Background: an optimization exercise with open tools, aiming at small area, a short achievable clock period and few clock cycles per item. Do not read the settings as production practice. The RTL was checked by simulation tests, not by an equivalence proof against the original design. Power is estimated from default activity; no workload was simulated.

`constraint.sdc`:
```
create_clock -name core_clock -period 16.0 [get_ports {clk}]
set_input_delay 3.2000 -clock core_clock [delete_from_list [all_inputs] [get_ports {clk}]]
set_output_delay 3.2000 -clock core_clock [all_outputs]
set_load 0.01 [all_outputs]
```
`design.v`:
```
module mulmont256 (
    input  wire        clk,
    input  wire        rst,
    input  wire        in_valid,
    output wire        in_ready,
    input  wire [31:0] in_data,
    output wire        out_valid,
    input  wire        out_ready,
    output wire [31:0] out_data,
    output wire        out_fault
);
    localparam N = 258;
    localparam [3:0] E_IDLE  = 4'd0,
                     E_BLAK  = 4'd1,    
                     E_MONT  = 4'd2,    
                     E_MDIV  = 4'd3,    
                     E_CONV  = 4'd4,    
                     E_ADD   = 4'd5,    
                     E_CONV2 = 4'd6,    
                     E_SUB   = 4'd7,    
                     E_SUB2  = 4'd8,    
                     E_NORM  = 4'd9,    
                     E_BIAS  = 4'd10,   
                     E_DNRM  = 4'd11,   
                     E_DONE  = 4'd12,
                     E_FAULT = 4'd13;
    localparam [2:0] P_FAST = 3'd0,
                     P_MONT = 3'd1,
                     P_T1   = 3'd2,
                     P_N1   = 3'd3,
                     P_N2   = 3'd4,
                     P_FC   = 3'd5;
    localparam [1:0] M_X0 = 2'd0, M_X1 = 2'd1, M_X4 = 2'd2, M_D2 = 2'd3;
    reg  [3:0]   est;
    reg  [2:0]   ph;
    reg  [7:0]   cnt;
    reg          fp;         
    reg          par;        
    reg          ovf;        
    reg          fault;
    reg  [255:0] x, y, m;
    reg  [N-1:0] S;
    reg  [N-1:1] C;
    reg          in_rdy;
    reg  [4:0]   lc;         
    reg          stg_v;
    reg  [31:0]  stg;
    reg  [4:0]   stg_i;      
    reg  [7:0]   t;          
    reg          mnz;        
    reg          ylt;        
    assign in_ready = in_rdy;
    wire in_fire = in_valid & in_rdy;
    reg [4:0] stg_msb;
    integer j;
    always @(*) begin
        stg_msb = 5'd0;
        for (j = 0; j < 32; j = j + 1)
            if (stg[j]) stg_msb = j[4:0];
    end
    wire op_loaded = (lc == 5'd24) & ~stg_v;
    reg          o_v, o_f, o_busy;
    reg  [31:0]  o_d;
    reg  [3:0]   widx;       
    assign out_valid = o_v;
    assign out_data  = o_d;
    assign out_fault = o_f;
    wire out_fire = o_v & out_ready;
    reg [31:0] sword;
    always @(*) begin
        case (widx[2:0])
            3'd0: sword = S[31:0];
            3'd1: sword = S[63:32];
            3'd2: sword = S[95:64];
            3'd3: sword = S[127:96];
            3'd4: sword = S[159:128];
            3'd5: sword = S[191:160];
            3'd6: sword = S[223:192];
            default: sword = S[255:224];
        endcase
    end
    wire        b1 = x[255] & fp;
    wire        b0 = x[254] & fp;
    wire [6:0]  Yt = y[255:249];
    wire [6:0]  Mt = m[255:249];
    wire [10:0] dY = (b1 ? {3'd0, Yt, 1'b0} : 11'd0) + (b0 ? {4'd0, Yt} : 11'd0);
    wire [10:0] Fw = {S[257:249], 2'b00} + {C[257:249], 2'b00} + dY;
    wire [10:0] M1 = {4'd0, Mt};
    wire ge_m1 = Fw >= 11'd501 - M1;
    wire ge_0  = Fw >= 11'd501;
    wire ge_1  = Fw >= 11'd501 + M1;
    wire ge_2  = Fw >= 11'd501 + (M1 << 1);
    wire ge_3  = Fw >= 11'd501 + (M1 << 1) + M1;
    wire ge_4  = Fw >= 11'd501 + (M1 << 2);
    wire ge_5  = Fw >= 11'd501 + (M1 << 2) + M1;
    wire ge_6  = Fw >= 11'd501 + (M1 << 2) + (M1 << 1);
    reg [1:0] fq1, fq2;
    always @(*) begin
        if (ge_6)       begin fq1 = 2'd2; fq2 = 2'd2; end
        else if (ge_5)  begin fq1 = 2'd2; fq2 = 2'd1; end
        else if (ge_4)  begin fq1 = 2'd2; fq2 = 2'd0; end
        else if (ge_3)  begin fq1 = 2'd1; fq2 = 2'd1; end
        else if (ge_2)  begin fq1 = 2'd1; fq2 = 2'd0; end
        else if (ge_1)  begin fq1 = 2'd0; fq2 = 2'd1; end
        else if (ge_0)  begin fq1 = 2'd0; fq2 = 2'd0; end
        else if (ge_m1) begin fq1 = 2'd3; fq2 = 2'd1; end
        else            begin fq1 = 2'd3; fq2 = 2'd0; end
    end
    wire        xbit = x[cnt[4:0]];
    wire        u    = S[1] ^ C[1] ^ (xbit & y[0]);
    reg [1:0] mode;
    reg       e_b1, e_b0, kb, msk;
    reg [1:0] q1, q2;
    always @(*) begin
        mode = M_X1; e_b1 = 1'b0; e_b0 = 1'b0; q1 = 2'd0; q2 = 2'd0;
        kb = 1'b0; msk = 1'b0;
        case (est)
            E_IDLE:  begin mode = o_busy ? M_X1 : M_X0; kb = ~o_busy & fast_ok; end
            E_BLAK:  begin mode = M_X4; e_b1 = b1; e_b0 = b0; q1 = fq1; q2 = fq2; kb = 1'b1; end
            E_MONT:  begin mode = M_D2; e_b0 = xbit; q2 = u ? 2'd3 : 2'd0; end
            E_MDIV:  mode = M_D2;
            E_ADD:   if (ph == P_N1) q1 = 2'd3; else q2 = 2'd3;
            E_SUB:   q2 = 2'd1;
            E_SUB2:  q1 = 2'd1;
            E_NORM:  mode = (!m[255] && !par) ? M_X4 : M_X1;
            E_BIAS:  kb = 1'b1;
            E_DNRM:  begin mode = M_D2; msk = 1'b1; end
            E_FAULT: mode = M_X0;
            default: ;
        endcase
    end
    wire [N-1:0] Cf = {C, 1'b0};
    reg  [N-1:0] p1, p2;
    always @(*) begin
        case (mode)
            M_X4:    begin p1 = {S[N-3:0], 2'b00};  p2 = {Cf[N-3:0], 2'b00}; end
            M_X1:    begin p1 = S;                  p2 = Cf;                 end
            M_D2:    begin p1 = {1'b0, S[N-1] & ~msk, S[N-2] & ~msk, S[N-3:1]};
                           p2 = {1'b0, Cf[N-1:1]};  end
            default: begin p1 = {N{1'b0}};          p2 = {N{1'b0}};          end
        endcase
    end
    wire [N-1:0] ye  = {2'b00, y};
    wire [N-1:0] me  = {2'b00, m};
    wire [N-1:0] p3  = e_b1 ? {ye[N-2:0], 1'b0} : {N{1'b0}};
    wire [N-1:0] p4  = {1'b0, kb, e_b0 ? y : 256'd0};
    wire [N-1:0] m1  = me;
    wire [N-1:0] m2  = {me[N-2:0], 1'b0};
    wire [N-1:0] m4  = {me[N-3:0], 2'b00};
    wire         t1p = q1 == 2'd3, t1a = q1 == 2'd1, t1b = q1 == 2'd2;
    wire         t2p = q2 == 2'd3, t2a = q2 == 2'd1, t2b = q2 == 2'd2;
    wire [N-1:0] t1 = ({N{t1p}} & m2) | ({N{t1a}} & ~m2) | ({N{t1b}} & ~m4);
    wire [N-1:0] t2 = ({N{t2p}} & m1) | ({N{t2a}} & ~m1) | ({N{t2b}} & ~m2);
    wire         i1 = (q1 == 2'd1) | (q1 == 2'd2);
    wire         i2 = (q2 == 2'd1) | (q2 == 2'd2);
    wire [N-1:0] as_ = p1 ^ p2 ^ p3;
    wire [N-1:0] ac  = {((p1 & p2) | (p1 & p3) | (p2 & p3)), 1'b0} ;
    wire [N-1:0] bs  = as_ ^ ac ^ p4;
    wire [N-1:0] bcr = (as_ & ac) | (as_ & p4) | (ac & p4);
    wire [N-1:0] bc  = {bcr[N-2:0], i2};
    wire [N-1:0] cs  = bs ^ t1 ^ t2;
    wire [N-1:0] ccr = (bs & t1) | (bs & t2) | (t1 & t2);
    wire [N-1:0] cc  = {ccr[N-2:0], i1};
    wire [N-1:0] ns  = cs ^ cc ^ bc;
    wire [N-1:0] ncr = (cs & cc) | (cs & bc) | (cc & bc);
    wire cz  = ~|C;
    wire neg = (ph == P_FAST || ph == P_FC) ? ~S[256] : S[N-1];
    wire fast_ok = m[255] & m[0] & ylt;
    wire         x_shl  = est == E_BLAK;
    wire         x_en   = stg_v | x_shl | (est == E_MONT && cnt[4:0] == 5'd31);
    wire [255:0] x_d    = x_shl ? {x[253:0], 2'b00} : {y[31:0], x[255:32]};
    wire         m_shl  = est == E_NORM;
    wire         m_en   = stg_v | (m_shl & ~m[255]);
    wire [255:0] m_d    = m_shl ? {m[254:0], 1'b0} : {stg, m[255:32]};
    reg [3:0] nxt;
    always @(*) begin
        case (ph)
            P_T1:    nxt = E_NORM;
            P_N1:    nxt = E_SUB;
            P_N2:    nxt = E_BIAS;
            P_FC:    nxt = (t == 8'd255) ? E_DONE : E_DNRM;
            default: nxt = E_DONE;
        endcase
    end
    always @(posedge clk) begin
        S <= ns;
        C <= ncr[N-2:0];
        if (rst) begin
            est    <= E_IDLE;
            ph     <= P_FAST;
            cnt    <= 8'd0;
            lc     <= 5'd0;
            stg_v  <= 1'b0;
            in_rdy <= 1'b0;
            o_v    <= 1'b0;
            o_f    <= 1'b0;
            o_busy <= 1'b0;
            widx   <= 4'd0;
            fault  <= 1'b0;
        end else begin
            stg   <= in_data;
            stg_v <= in_fire;
            stg_i <= lc;
            if (in_fire) lc <= lc + 5'd1;
            if (x_en) x <= x_d;
            if (stg_v) y <= {m[31:0], y[255:32]};
            if (m_en) m <= m_d;
            if (stg_v) begin
                if (stg_i == 5'd16) begin
                    mnz <= |stg;
                    t   <= {3'd0, stg_msb};
                    ylt <= m[31:0] < stg;
                end else if (stg_i > 5'd16) begin
                    if (|stg) begin
                        mnz <= 1'b1;
                        t   <= {stg_i[2:0], stg_msb};
                    end
                    ylt <= (m[31:0] < stg) | ((m[31:0] == stg) & ylt);
                end
            end
            in_rdy <= (est == E_DONE) ||
                      ((est == E_IDLE) && !((lc == 5'd23 && in_fire) || lc == 5'd24));
            if (out_fire) begin
                if (widx == 4'd8) begin
                    o_v    <= 1'b0;
                    o_busy <= 1'b0;
                end else begin
                    o_d  <= fault ? 32'd0 : sword;
                    widx <= widx + 4'd1;
                end
            end
            case (est)
                E_IDLE: begin
                    cnt <= 8'd0;
                    if (op_loaded && !o_busy) begin
                        fault <= 1'b0;
                        fp    <= fast_ok;
                        if (!mnz)         est <= E_FAULT;
                        else if (fast_ok) est <= E_BLAK;
                        else              est <= E_MONT;
                    end
                end
                E_BLAK: begin
                    cnt <= cnt + 8'd1;
                    if (cnt == 8'd127) begin
                        est <= E_CONV;
                        ph  <= fp ? P_FAST : P_FC;
                    end
                end
                E_MONT: begin
                    cnt <= cnt + 8'd1;
                    if (cnt == t)
                        est <= E_MDIV;
                end
                E_MDIV: begin
                    est <= E_CONV;
                    ph  <= P_MONT;
                end
                E_CONV: if (cz) begin
                    if (ph == P_MONT) begin
                        est <= E_SUB;
                        ph  <= P_T1;
                    end else if (neg) begin
                        est <= E_ADD;
                    end else begin
                        est <= nxt;
                        if (ph == P_T1) begin cnt <= 8'd0; par <= 1'b0; ovf <= 1'b0; end
                        if (ph == P_N1) ph <= P_N2;
                        if (ph == P_FC) cnt <= t;
                    end
                end
                E_ADD: est <= E_CONV2;
                E_CONV2: if (cz) begin
                    est <= nxt;
                    if (ph == P_T1) begin cnt <= 8'd0; par <= 1'b0; ovf <= 1'b0; end
                    if (ph == P_N1) ph <= P_N2;
                    if (ph == P_FC) cnt <= t;
                end
                E_SUB:  est <= E_CONV;
                E_SUB2: est <= E_CONV;
                E_NORM: begin
                    if (!m[255]) begin
                        par <= ~par;
                        if (!par) begin
                            cnt <= cnt + 8'd1;
                            ovf <= ovf | S[257] | S[256];
                        end
                    end else if (ovf | S[257] | (S[256] & ~par)) begin
                        fault <= 1'b1;
                        est   <= E_DONE;
                    end else begin
                        est <= par ? E_SUB2 : E_SUB;
                        ph  <= par ? P_N1 : P_N2;
                    end
                end
                E_BIAS: begin
                    est <= cnt[7] ? E_CONV : E_BLAK;
                    ph  <= P_FC;
                end
                E_DNRM: begin
                    cnt <= cnt + 8'd1;
                    if (cnt == 8'd254) est <= E_DONE;
                end
                E_FAULT: begin
                    fault <= 1'b1;
                    est   <= E_DONE;
                end
                E_DONE: begin
                    est    <= E_IDLE;
                    lc     <= 5'd0;
                    o_v    <= 1'b1;
                    o_busy <= 1'b1;
                    o_f    <= fault;
                    o_d    <= fault ? 32'd0 : S[31:0];
                    widx   <= 4'd1;
                end
                default: est <= E_IDLE;
            endcase
        end
    end
endmodule
```
`config.mk`:
```
export PLATFORM = sky130hd
export DESIGN_NAME = mulmont256
export DESIGN_NICKNAME = mulmont256
export VERILOG_FILES = /design/flow/design.v
export SDC_FILE = /design/flow/constraint.sdc
export NUM_CORES = 4
export LEC_CHECK = 0
export ABC_CLOCK_PERIOD_IN_PS = 3000
export CAP_MARGIN = 20
export CORE_MARGIN = 2
export CORE_UTILIZATION = 45
export PLACE_DENSITY = 0.65
export SETUP_SLACK_MARGIN = 5
export SLEW_MARGIN = 20
```
`run.sh`:
```
#!/bin/bash
# synth_recipe.tcl (not shown) runs the flow's synth.tcl, then flattens the netlist and writes it again
# the make line also repeats each setting of config.mk as NAME=value (left out here)
make -C /OpenROAD-flow-scripts/flow DESIGN_CONFIG=/design/flow/config.mk WORK_HOME=/design/flow/orfs CLKGATE_MAP_FILE= SYNTH_SCRIPT=/design/flow/synth_recipe.tcl finish
```
==> results.txt <==
-- worst max-delay path: stages, from the launching register on --
cell and delay [ps]:
edfxtp_1 660, and3_1 310, fa_1 510, inv_1 50
fa_1 480, inv_1 50, ha_1 220, fa_1 470
xor2_1 710, ha_1 390, nor2b_1 140, nor4_1 230
a221oi_1 110, a221oi_1 250, o21ai_1 140, nor4_1 580
o311ai_2 280, a21oi_4 190, buf_4 610, buf_12 540
buf_4 950, a221oi_1 250, fa_1 590, inv_1 50
fa_1 420
-- power groups by stage --
stage / Clock (W) / Combinational, W / Sequential (W)
CTS: 0.00392 / 0.0104 / 0.00611
floorplan: 0 / 0.00730 / 0.00530
global route: 0.00405 / 0.0117 / 0.00621
detailed placement: 0 / 0.0103 / 0.00617
finish: 0.00390 / 0.0106 / 0.00625
global placement: 0 / 0.00994 / 0.00618
-- cell families (layout without fill, tap and decap cells) --
logic type / after synthesis / in the layout / share of synthesized area
XOR/XNOR: 67 / 67 / 0.006648
flip-flops: 1394 / 1394 / 0.3901
other: 1 / 22 / 0.00004017
AND/OR/NAND/NOR: 2479 / 2479 / 0.1197
buffers and inverters: 1715 / 1608 / 0.07116
adder cells (fa/ha/maj): 1175 / 1175 / 0.2410
multiplexers: 74 / 74 / 0.01008
AO/OA/AOI/OAI: 1683 / 1683 / 0.1613
-- worst max path at each step --
| stage | from | end | slack (ps) | cells after the start |
|---|---|---|---|---|
| after floorplan | rst | y[0] | 5210 | 3 |
| after global placement | fp | S[15] | 6740 | 24 |
| after detailed placement | fp | S[135] | 6620 | 24 |
| after CTS | fp | S[15] | 6530 | 24 |
| after global routing | fp | S[15] | 6060 | 24 |
| final | fp | S[15] | 6280 | 24 |
-- registers in the layout (all words and copies together) (netlist names), 3 cells and up --
signal	flops
S	258
C	257
m	256
x	256
y	256
o_d	32
stg	32
cnt	8
t	8
lc	5
stg_i	5
est	4
widx	4
ph	3
-- cell usage in the layout (no fill, tap or decap), types with 123 or more instances in the layout --
| cell type | netlist | layout |
|---|---|---|
| a21oi_1 | 149 | 147 |
| dfxtp_1 | 544 | 542 |
| inv_1 | 1127 | 1126 |
| o21ai_0 | 307 | 307 |
| edfxtp_1 | 850 | 850 |
| nand2_1 | 1593 | 1592 |
| a221oi_1 | 280 | 280 |
| fa_1 | 1040 | 1040 |
| a221oi_2 | 239 | 239 |
| clkbuf_16 | 0 | 167 |
| nor2b_1 | 522 | 522 |
| a222oi_1 | 541 | 541 |
| ha_1 | 130 | 123 |
-- routing by layer --
| layer | share of wire | track usage | vias to the layer above |
|---|---|---|---|
| met5 | 0.00080 | 0 | - |
| met4 | 0.058 | 0.1776 | 38 |
| met3 | 0.14 | 0.1304 | 1018 |
| met2 | 0.43 | 0.4962 | 5496 |
| met1 | 0.37 | 0.4436 | 37054 |
| li1 | - | - | 29845 |
-- per-stage QoR --
stage / total power [W] / setup slack [ps]
after global placement: 0.01612 / 6737
after CTS: 0.02045 / 6533
after floorplan: 0.01260 / 5215
final: 0.02080 / 6281
after global routing: 0.02196 / 6057
after detailed placement: 0.01651 / 6620
-- final cells by class --
cell class	instances	area (um^2)
fillers	18478	104900
inverters	1132	4249
clock buffers	232	4593
flip-flops and latches	1394	36420
multi-input cells	5479	50530
diodes	21	52.55
repair buffers	167	1633
clock inverters	77	877.1
well taps	2704	3383
-- Yosys cell counts (12+ instances only) --
cell type	n	area share
nand2_1	1593	0.064
inv_1	1127	0.045
fa_1	1040	0.22
edfxtp_1	850	0.27
dfxtp_1	544	0.12
a222oi_1	541	0.058
clkbuf_1	536	0.022
nor2b_1	522	0.035
o21ai_0	307	0.016
a221oi_1	280	0.026
a221oi_2	239	0.038
a21oi_1	149	0.0080
ha_1	130	0.017
nor2_1	120	0.0048
nor4_1	81	0.0054
mux2_2	60	0.0072
xnor2_1	50	0.0047
a22oi_1	37	0.0030
nand3_1	36	0.0019
a21o_1	31	0.0025
nand4_1	31	0.0021
buf_6	26	0.0031
nor3_1	26	0.0014
and3_1	19	0.0013
a211oi_1	17	0.0014
buf_1	15	0.00060
and2_1	14	0.00094
xor2_1	14	0.0013
nand2b_1	12	0.00080
==> flow_summary.yaml <==
worst_setup_path:
  crit_type: "flop to flop"
  ff2ff_path_depth: 24
  r2r-start: "fp"
  worstSetupEndpointType: "flop"
  critPathLaunchType: "flop"
  cp_data_arrival_time_ps: 10430
  required_ps: 16710
  ff2ff_setup_slack_ps: 6280
  crit_path_max_fanout: 85
  r2r-end: "S[15]"
placed_design:
  placement.io_buffers: 70
  dpl.cell_count: 10876
  place_area_um2: 96180
  post-dp-hpwl_um: 256000
  place_congestion: 1.005
detailed_routing:
  wire_per_inst_um: 32.68
  dr.pass1.iters: 17
  detail_route.vias_per_cell: 6.555
  drt-total-wl_um: 366200
  vias: 73451
  ant_nets: 0
  drt_iter0_drc: 13224
  drc: 0
timing:
  slew_violations: 0
  hold_slack_ps: 452.5
  hold_violations: 0
  tns_ps: 0
  max_freq_ghz: 0.1029
  setup_viol: 0
  rsz0062_at_grt: "no"
  finalCritPeriodShare: 0.6075
  tightest_slew_ps: 1247
  worst_clock_skew_ps: 42.52
  min_period_ps: 9719
  relSlewSlack: 0.1687
min_path:
  min_from: "stg_i[1]"
  holdPathEnd: "t[6]"
  worstHoldPathType: "flop to flop"
  min_path_cells: 0
floorplan:
  die_h_um: 459.4
  dieArea_um2: 211100
  start_util: 0.4517
  pin_count: 71
  dieWidth_um: 459.4
  core_um2: 206700
  rows: 167
power:
  p_clk_frac: 0.188
  power_density_nw_per_um2: 204.5
  seqPwrFrac: 0.301
  combPwrFrac: 0.512
  switching_share: 0.4754
  leakage_nw: 38.58
  ir_worst_vdd_uv: 206.4
  p_int_w: 0.01091
  p_switching_w: 0.009890
logic_synthesis:
  async_reset_ff_frac: 0
  syn_area_per_cell_um2: 10.87
  synthesis.nets: 9794
  synthCells: 8588
  ys.flop_type: "edfxtp_1"
  yosysWarnings: 1
  ys_types: 79
  ys_ff_latch: 1394
  yosysSeqAreaShare: 0.3901
  synth_edf_count: 850
  syn_area_um2: 93340
global_routing:
  grt_overflow: 0
  grt_pass1_wl_um: 525100
  grt_pass1_vias: 72946
  antenna_found_initial: 37
  grtUsageTotal: 0.3421
  grt_max_degree: 228
cells_and_area:
  final_area_um2: 101700
  final_util: 0.4923
  finalNonFillerCells: 11206
  nNetsFinal: 9544
  drive_gt1_frac: 0.08207
  area_growth_pct: 8.990
clock_tree:
  post_cts_buffers: 0
  clock_sink_count: 1394
  htreeDepth: 4
  cts_buffer_depth: 3
  clkTransAtPathRegs_ps: 60
  cts-root-buf: "clkbuf_16"
  post_cts_resized: 0
  cts_buffers: 164
  clk-insertion-delay-late_ps: 860
  hold_buffers: 0
  cts_tree: "built"
status:
  status: "timing/DRC/antenna clean"
run:
  maxCapViolCount: 0
Testbench counts, summed over its fixed seeds: cycles 30,633, items 192.

-- what the ideal ports hide --
How much do the figures lean on ideal ports? The routed layout below was timed once more, with nothing changed but the port constraints. Step 1 (the two cells are an assumption about what drives the block):
set clk [get_ports {clk}]
set_driving_cell -lib_cell sky130_fd_sc_hd__clkbuf_16 $clk
set_driving_cell -lib_cell sky130_fd_sc_hd__buf_2 [delete_from_list [all_inputs] $clk]
Step 2 moves the port delays by t, midway between the first and last clock arrival at a register: inputs arrive t later, outputs are due t later. That takes back most of the time a late clock gives input paths. a / b / c = ideal ports / drivers / drivers and shift; a / b = the first two.
shift t [ns]: 0.936
slack for setup (ns): 6.281 / 6.281 / 6.281
worst setup path after step 2: register to register
After both steps setup and hold are still met in this run. The setup slack of this run moves by 0.000 ns with the drivers and by 0.000 ns with both steps.
